Source: an optimization exercise on an open RTL-to-GDS flow (aim: small area, a short achievable clock period and few clock cycles per item). Production flows keep margins and buffers that such runs may drop.
In this exercise RTL edits were held to simulation tests only and were not proved equivalent to the original.
Power figures rest on the tool's default switching activity, not on a simulated workload.

==> inputs of 06-03 <==
Design xarm_codec_b, start of the top module:
module xarm_codec_b (
    input  wire        clk,
    input  wire        rst,
    input  wire        req_valid,
    output wire        req_ready,
    input  wire [7:0]  req_op,
    input  wire [7:0]  req_cmd,
    input  wire [7:0]  req_id,
    input  wire [8:0]  req_len,
    input  wire [15:0] req_a,
    input  wire [15:0] req_b,
    input  wire        in_valid,
    output wire        in_ready,
    input  wire [7:0]  in_data,
    output wire        out_valid,
    input  wire        out_ready,
    output wire [7:0]  out_data,
    output wire        out_last,
    output wire        resp_valid,
    input  wire        resp_ready,
    output wire [7:0]  resp_status,
    output wire [7:0]  resp_arg,
    output wire [15:0] resp_lo,
    output wire [15:0] resp_hi,
    output wire [7:0]  resp_reason,
    output wire [7:0]  resp_byte,
    output wire [7:0]  resp_plen,
    output wire [8:0]  resp_len
);
make LEC_CHECK=0 CAP_MARGIN=20 CORE_MARGIN=2 CORE_UTILIZATION=40 SLEW_MARGIN=20 finish   # period 5.0 ns
run.sh (not shown) runs the stock make flow with config.mk's settings and CLKGATE_MAP_FILE= SYNTH_SCRIPT=/design/flow/synth_recipe.tcl, a recipe that flattens the netlist after the stock synthesis.
==> inputs of 05-17, as changes to 06-03 <==
ABC_CLOCK_PERIOD_IN_PS = 2000   (was not set)
SETUP_SLACK_MARGIN = 2.8   (was not set)
==> flow_summary.yaml <==
worst_setup_path:
  crit_cells: 16
outcome:
  status: "no timing/DRC/antenna violations"
finish:
  instances_no_fill: 1859
  final_cell_area_um2: 14200
  multi_input_gate_share_of_the_layout_cell_area: 0.475
hold_path:
  timing.hold.worst.start: "pq_ebr$_SDFF_PN0_"
(the above is from 06-03)
==> flow_summary.yaml <==
outcome:
  status: "no timing/DRC/antenna violations"
finish:
  final_cell_area_um2: 17700
  instances_no_fill: 2069
  multi_input_gate_share_of_the_layout_cell_area: 0.461
  final_nets: 1788
hold_path:
  timing.hold.worst.start: "pq_ers3$_SDFF_PP0_"
clock_tree:
  clockRootBuffer: "clkbuf_16"
worst_setup_path:
  crit_cells: 18
(the above is from 05-17)
Testbench counts of 06-03, summed over its fixed seeds: cycles 27,544, items 3,200.
Testbench counts of 05-17, summed over its fixed seeds: cycles 27,544, items 3,200.

---

==> inputs of run Y <==
xarm_codec_b, a different RTL version from the one above (not shown whole).
// xarm_codec_b
module xarm_codec_b (
    input  wire        clk,
    input  wire        rst,
    input  wire        req_valid,
    output wire        req_ready,
    input  wire [7:0]  req_op,
    input  wire [7:0]  req_cmd,
    input  wire [7:0]  req_id,
    input  wire [8:0]  req_len,
    input  wire [15:0] req_a,
    input  wire [15:0] req_b,
    input  wire        in_valid,
    output wire        in_ready,
    input  wire [7:0]  in_data,
    output wire        out_valid,
    input  wire        out_ready,
    output wire [7:0]  out_data,
    output wire        out_last,
    output wire        resp_valid,
    input  wire        resp_ready,
    output wire [7:0]  resp_status,
    output wire [7:0]  resp_arg,
    output wire [15:0] resp_lo,
    output wire [15:0] resp_hi,
    output wire [7:0]  resp_reason,
    output wire [7:0]  resp_byte,
    output wire [7:0]  resp_plen,
    output wire [8:0]  resp_len
);
export LEC_CHECK = 0
export CAP_MARGIN = 20
export CORE_MARGIN = 2
export CORE_UTILIZATION = 40
export SETUP_SLACK_MARGIN = 2.6
export SLEW_MARGIN = 20
create_clock -name core_clock -period 5.0 [get_ports {clk}]
standard.sh (not shown) runs the stock make flow with config.mk's settings and CLKGATE_MAP_FILE= SYNTH_SCRIPT=/design/flow/synth_recipe.tcl, a recipe that flattens the netlist after the stock synthesis.
==> flow/flow/run.sh <==
#!/bin/bash
# The standard layout, with plain buf_1 cells as the port buffers (every input
# and output port still gets its own buffer; repair may resize them).
set -euo pipefail
bash standard.sh "BUFFER_PORTS_ARGS=-buffer_cell sky130_fd_sc_hd__buf_1" finish > standard_flow.log 2>&1
==> run D: changes against run Y <==
--- a/flow/design.v
+++ b/flow/design.v
@@ -68,17 +68,17 @@
             validate = 5'd0;
             if (k[3]) begin
                 if (va > 16'd1000)       validate = {1'b1, 3'd1, 1'b0};
                 else if (vb > 16'd30000) validate = {1'b1, 3'd2, 1'b0};
             end
             if (k[2]) begin
                 if (va > 16'd1000)      validate = {1'b1, 3'd3, 1'b0};
                 else if (vb > 16'd1000) validate = {1'b1, 3'd4, 1'b0};
-                else if (va[9:0] > vb[9:0]) validate = {1'b1, 3'd3, 1'b1};    
+                else if (va > vb)       validate = {1'b1, 3'd3, 1'b1};
             end
             if (k[1]) begin
                 if (va < 16'd4500 || va > 16'd12000)      validate = {1'b1, 3'd5, 1'b0};
                 else if (vb < 16'd4500 || vb > 16'd12000) validate = {1'b1, 3'd6, 1'b0};
             end
             if (k[0]) begin
                 if (va < 16'd50 || va > 16'd100) validate = {1'b1, 3'd7, 1'b0};
             end
@@ -100,18 +100,17 @@
     reg        sig_ok;
     reg [8:0]  cnt;
     reg        lastq;       
     reg        dpay;        
     reg [7:0]  sum;         
     reg [7:0]  addq;        
     reg        len0;        
     reg        e_br, e_rs3;  
-    reg [3:0]  kind;
-    reg [4:0]  v_reg;       
+    reg [3:0]  kind;        
     reg [1:0]  fcnt;
     reg [7:0]  fd0, fd1;
     reg        fl0, fl1;
     reg        ov;
     reg        rv, rvo;
     reg [1:0]  owed;        
     reg [3:0]  r_st;
     reg        r_s4, r_ff;
@@ -145,22 +144,16 @@
     wire       typed  = (req_op >= 8'h11) && (req_op <= OP_TEMPLIM);
     wire [3:0] op_kind = !typed ? 4'd0 :
                          (req_op[2:0] == 3'd1 || req_op[2:0] == 3'd2) ? 4'b1000 :
                          (req_op[2:0] == 3'd3) ? 4'b0100 :
                          (req_op[2:0] == 3'd4) ? 4'b0010 : 4'b0001;
     wire [3:0] rc_kind = cmd_kind(req_cmd);
     wire       rc_bnd  = |rc_kind;
     wire [4:0] v_now   = validate(kind, a, b);    
-    wire a_gt1000 = (a > 16'd1000);
-    wire b_gt1000 = (b > 16'd1000);
-    wire vfail = (kind[3] && (a_gt1000 || b > 16'd30000)) ||
-                 (kind[2] && (a_gt1000 || b_gt1000 || a[9:0] > b[9:0])) ||
-                 (kind[1] && (a < 16'd4500 || a > 16'd12000 || b < 16'd4500 || b > 16'd12000)) ||
-                 (kind[0] && (a < 16'd50 || a > 16'd100));
     reg [NS-1:0] d_state;
     reg [1:0] d_cls;
     reg       d_pass, d_ebr, d_ers3;
     always @(*) begin
         d_state = S_FIN; d_cls = C_REF; d_pass = 1'b0; d_ebr = 1'b0; d_ers3 = 1'b0;
         if (req_op == OP_ENC) begin
             d_cls = C_ENC;
             if (req_len > 9'd252) begin
@@ -190,17 +183,17 @@
     wire [8:0] cnt1 = cnt + 9'd1;
     wire [7:0] sum_t = sum + addq;         
     reg       push;
     reg [7:0] pdata;
     always @(*) begin
         push  = 1'b0;
         pdata = in_data;
         case (1'b1)
-            st[I_H0]:   pdata = SIG;
+            st[I_H0]:   begin push = push_ok && !v_now[4]; pdata = SIG; end
             st[I_H1]:   begin push = push_ok; pdata = SIG; end
             st[I_H2]:   begin push = push_ok; pdata = id; end
             st[I_H3]:   begin push = push_ok; pdata = len[7:0] + 8'd3; end
             st[I_H4]:   begin push = push_ok; pdata = cmd; end
             st[I_PAY]: begin
                 if (pass) begin
                     push = in_fire;
                 end else begin
@@ -213,46 +206,44 @@
                     endcase
                 end
             end
             st[I_CSUM]: begin push = push_ok && !rv; pdata = ~sum_t; end
             st[I_RX]:   push = in_fire && dpay;
             default: ;
         endcase
     end
-    wire push_h0 = st[I_H0] && push_ok && !vfail;
-    wire push_a  = push || push_h0;
     wire plast = st[I_CSUM] || (st[I_RX] && nlast);
-    wire sum_en = (push_a && (st[I_H2] || st[I_H3] || st[I_H4] || st[I_PAY])) ||
+    wire sum_en = (push && (st[I_H2] || st[I_H3] || st[I_H4] || st[I_PAY])) ||
                   (st[I_RX] && in_fire && (cls == C_CHK || cnt >= 9'd2));
     wire done = !rv && (st[I_FIN] || (st[I_CSUM] && push_ok));
     reg [7:0] nst;
     reg [2:0] narg;
     reg       nhib, nrb, nrs3, nrs11;
     always @(*) begin
         nst = 8'h00; narg = 3'd0; nhib = 1'b0; nrb = 1'b0; nrs3 = 1'b0; nrs11 = 1'b0;
         if (st[I_FIN]) begin
             case (cls)
                 C_ENC: begin
                     if (e_br) begin
                         nst = 8'h10; nrb = 1'b1; nrs3 = e_rs3;
-                    end else if (v_reg[4]) begin
-                        nst = 8'h01; narg = v_reg[3:1]; nhib = v_reg[0];
+                    end else if (v_now[4]) begin
+                        nst = 8'h01; narg = v_now[3:1]; nhib = v_now[0];
                     end
                 end
                 C_DEC: begin
                     if (len > 9'd258) begin
                         nst = 8'h10; nrb = 1'b1; nrs3 = 1'b1; nrs11 = 1'b1;
                     end else if (len == 9'd0)
                         nst = 8'h03;
                     else if (len < 9'd2 || !sig_ok)
                         nst = 8'h05;
                     else if (len < 9'd6)
                         nst = 8'h07;
-                    else if (addq != ~sum)         
+                    else if (sum_t != 8'hFF)
                         nst = 8'h09;
                     else if (cmd != CMD_ID_READ && a[7:0] != id)
                         nst = 8'h06;
                     else if ({1'b0, a[15:8]} + 9'd3 != len)
                         nst = 8'h07;
                     else if (b[7:0] != cmd)
                         nst = 8'h08;
                 end
@@ -278,19 +269,19 @@
             cnt_n = cnt1; lastq_n = nlast;
         end
         if (st[I_GATHER] && in_fire && lastq) begin
             st_n[I_GATHER] = 1'b0; st_n[I_H0] = 1'b1;
             cnt_n = 9'd0; lastq_n = (len == 9'd1);
         end
         if (st[I_DRAIN] && in_fire && lastq)  begin st_n[I_DRAIN] = 1'b0; st_n[I_FIN] = 1'b1; end
         if (st[I_RX] && in_fire && lastq)     begin st_n[I_RX] = 1'b0; st_n[I_FIN] = 1'b1; end
-        if (st[I_H0] && vfail) begin st_n[I_H0] = 1'b0; st_n[I_FIN] = 1'b1; end
+        if (st[I_H0] && v_now[4]) begin st_n[I_H0] = 1'b0; st_n[I_FIN] = 1'b1; end
         if (push_ok) begin
-            if (st[I_H0] && !vfail) begin st_n[I_H0] = 1'b0; st_n[I_H1] = 1'b1; end
+            if (st[I_H0] && !v_now[4]) begin st_n[I_H0] = 1'b0; st_n[I_H1] = 1'b1; end
             if (st[I_H1]) begin st_n[I_H1] = 1'b0; st_n[I_H2] = 1'b1; end
             if (st[I_H2]) begin st_n[I_H2] = 1'b0; st_n[I_H3] = 1'b1; end
             if (st[I_H3]) begin st_n[I_H3] = 1'b0; st_n[I_H4] = 1'b1; end
             if (st[I_H4]) begin
                 st_n[I_H4] = 1'b0;
                 if (len0) st_n[I_CSUM] = 1'b1; else st_n[I_PAY] = 1'b1;
             end
         end
@@ -301,32 +292,31 @@
             cnt_n   = 9'd0;
             lastq_n = pq_len1;
             dpay_n  = 1'b0;
         end
     end
     wire [8:0] len_n  = !acc ? len : pq_typed ? ((req_op[2:0] == 3'd5) ? 9'd1 : 9'd4) : req_len;
     wire [1:0] cls_n  = acc ? pq_cls : cls;
     wire       pass_n = acc ? pq_pass : pass;
-    wire [1:0] fcnt_n = {(fcnt[1] | (fcnt[0] & push_a)) & !out_ready,
-                         (!fcnt[1] & !fcnt[0] & push_a) | (fcnt[0] & (push_a ~^ out_ready)) |
-                         (fcnt[1] & out_ready)};
-    wire [1:0] fcnt_x = {(fcnt[1] | (fcnt[0] & push)) & !out_ready,
+    wire [1:0] fcnt_n = {(fcnt[1] | (fcnt[0] & push)) & !out_ready,
                          (!fcnt[1] & !fcnt[0] & push) | (fcnt[0] & (push ~^ out_ready)) |
                          (fcnt[1] & out_ready)};
-    wire       ov_n   = push_a | fcnt[1] | (fcnt[0] & !out_ready);
+    wire       ov_n   = push | fcnt[1] | (fcnt[0] & !out_ready);
     wire       rv_n   = done ? 1'b1 : (rvo && resp_ready) ? 1'b0 : rv;
-    wire [1:0] owed_n = done ? fcnt_x : (pop && owed != 2'd0) ? owed - 2'd1 : owed;
+    wire [1:0] owed_n = done ? fcnt_n : (pop && owed != 2'd0) ? owed - 2'd1 : owed;
+    wire       hib_n  = done ? nhib : r_hib;
     wire pc_valid_n = req_valid && !acc;
-    wire fin_take_n = acc ? (pq_st[I_FIN] && pq_cls != C_ENC) :
-                      ((st[I_FIN] && !done) || (st[I_RX] && in_fire && lastq)) && cls != C_ENC;
-    wire req_ready_n = pc_valid_n && !rv_n && (st_n[I_IDLE] || (st_n[I_CSUM] && !fcnt_x[1]) || fin_take_n);
+    wire req_ready_n = pc_valid_n && (
+        (st_n[I_IDLE] && !(rv_n && hib_n)) ||
+        (st_n[I_CSUM] && !fcnt_n[1] && !rv_n) ||
+        (st_n[I_FIN] && !rv_n && cls_n != C_ENC));
     wire in_ready_n = st_n[I_GATHER] || st_n[I_DRAIN] ||
-                      (st_n[I_PAY] && pass_n && !fcnt_x[1]) ||
-                      (st_n[I_RX] && (!dpay_n || !fcnt_x[1]));
+                      (st_n[I_PAY] && pass_n && !fcnt_n[1]) ||
+                      (st_n[I_RX] && (!dpay_n || !fcnt_n[1]));
     always @(posedge clk) begin
         if (rst) begin
             st          <= S_IDLE;
             fcnt        <= 2'd0;
             ov          <= 1'b0;
             rv          <= 1'b0;
             rvo         <= 1'b0;
             owed        <= 2'd0;
@@ -339,23 +329,25 @@
             ov          <= ov_n;
             rv          <= rv_n;
             rvo         <= rv_n && (owed_n == 2'd0);
             owed        <= owed_n;
             req_ready_q <= req_ready_n;
             in_ready_q  <= in_ready_n;
             pc_valid    <= pc_valid_n;
         end
-        if (fcnt == 2'd0 || (fcnt[0] && out_ready)) begin
-            fd0 <= pdata; fl0 <= plast;
-        end else if (fcnt[1] && out_ready) begin
+        if (pop && fcnt == 2'd2) begin
             fd0 <= fd1; fl0 <= fl1;
         end
-        if (fcnt[0] && !out_ready) begin
-            fd1 <= pdata; fl1 <= plast;
+        if (push) begin
+            if (fcnt == 2'd0 || (fcnt == 2'd1 && pop)) begin
+                fd0 <= pdata; fl0 <= plast;
+            end else begin
+                fd1 <= pdata; fl1 <= plast;
+            end
         end
         if (done) begin
             r_st     <= nst[3:0];
             r_s4     <= nst[4];
             r_ff     <= nst[7];
             r_arg    <= narg;
             r_f56    <= (narg == 3'd5) || (narg == 3'd6);
             r_f7     <= (narg == 3'd7);
@@ -378,18 +370,16 @@
         pq_payok <= (req_op == OP_DEC) && (req_len >= 9'd6) && (req_len <= 9'd258);
         pq_len1  <= typed ? (req_op[2:0] == 3'd5) : (req_len == 9'd1);
         cnt   <= cnt_n;
         lastq <= lastq_n;
         dpay  <= dpay_n;
         addq <= sum_en ? pdata : 8'd0;
         sum  <= sum_t;
         len0 <= (len_n == 9'd0);
-        if (st[I_H0])
-            v_reg <= v_now;
         if (in_fire) begin
             if (st[I_GATHER]) begin
                 case (cnt[1:0])
                     2'd0:    a       <= {8'd0, in_data};
                     2'd1:    a[15:8] <= in_data;
                     2'd2:    b[7:0]  <= in_data;
                     default: b[15:8] <= in_data;
                 endcase
==> flow/run.sh (new file) <==
#!/bin/bash
# synth_recipe.tcl (not shown) runs the flow's synth.tcl, then flattens the netlist and writes it again
# the make line also repeats each setting of config.mk as NAME=value (left out here)
make -C /OpenROAD-flow-scripts/flow DESIGN_CONFIG=/design/flow/config.mk WORK_HOME=/design/flow/orfs CLKGATE_MAP_FILE= SYNTH_SCRIPT=/design/flow/synth_recipe.tcl finish
SETUP_SLACK_MARGIN = default   (was 2.6)
removed: flow/flow/run.sh
removed: flow/standard.sh
==> run notes <==
	run Y	run D
Status	no timing/DRC/antenna violations	no timing/DRC/antenna violations
Area occupied by registers	0.00509 sq mm	0.00479 sq mm
Post-route cell area	0.0144 sq mm	0.0136 sq mm
Area of the die	0.0299 sq mm	0.0299 sq mm
Skew final	0.0283 ns	0.0123 ns
Overall routed net length	37.8 mm	37.5 mm
Clock tree buffer count of the final layout	18	17
Worst setup path endpoint	st[4]	fd0[1]
Setup Fix Bufs, Post-CTS	94	0
P_int	0.00262 W	0.00276 W
Clock share of power	38.3%	38.5%
Count of buffer and inverter cells on the critical path	0	1
Worst min-delay path startpoint	pq_ers3	pq_ebr
Register share of the cell area	35.4%	35.3%
Largest vdd supply drop	0.223 mV	0.218 mV
DRT met1 WL	16.0 mm	16.4 mm
Share of the synthesized area in compound gates (AO/OA/AOI/OAI)	17.3%	17.8%
Ratio of cells with drive above 1 in the final layout	21.3%	4.93%
Post-DP HPWL	25.6 mm	28.0 mm
Fin worst setup slack	2.30 ns	1.31 ns
Testbench counts of run Y, summed over its fixed seeds: cycles 27,544, items 3,200.
Testbench counts of run D, summed over its fixed seeds: cycles 27,544, items 3,200.

## what the ideal ports hide
The flow's constraints put no driver on any port. The routed layouts listed below were extracted and timed again, unchanged, in two steps. Step 1 assumes that a clkbuf_16 drives the clock port and a buf_2 every other input. Step 2 times the ports against the registers' clock, not the clock port: input delays grow and output delays shrink by t, the midpoint of the rising clock arrivals with the driver on. a / b / c = ideal ports / drivers / drivers and shift; a / b = the first two.
run | shift t [ns] | setup WS [ns] | worst setup path after step 2 | worst register clock-pin slew, ns | worst data-port slew with drivers (ns)
06-03 | 0.507 | 0.590 / 0.590 / 0.590 | register to register | 0.08 / 0.08 | 0.04
05-17 | 0.503 | 1.469 / 1.469 / 1.037 | input to register | 0.08 / 0.08 | 0.06
run Y | 0.491 | 2.295 / 2.295 / 2.125 | input to register | 0.08 / 0.08 | 0.05
run D | 0.487 | 1.313 / 1.313 / 1.313 | register to register | 0.08 / 0.08 | 0.06
After both steps setup and hold are still met in every run listed. The setup slack of 05-17, which loses most, moves by 0.000 ns with the drivers and by -0.432 ns with both steps.
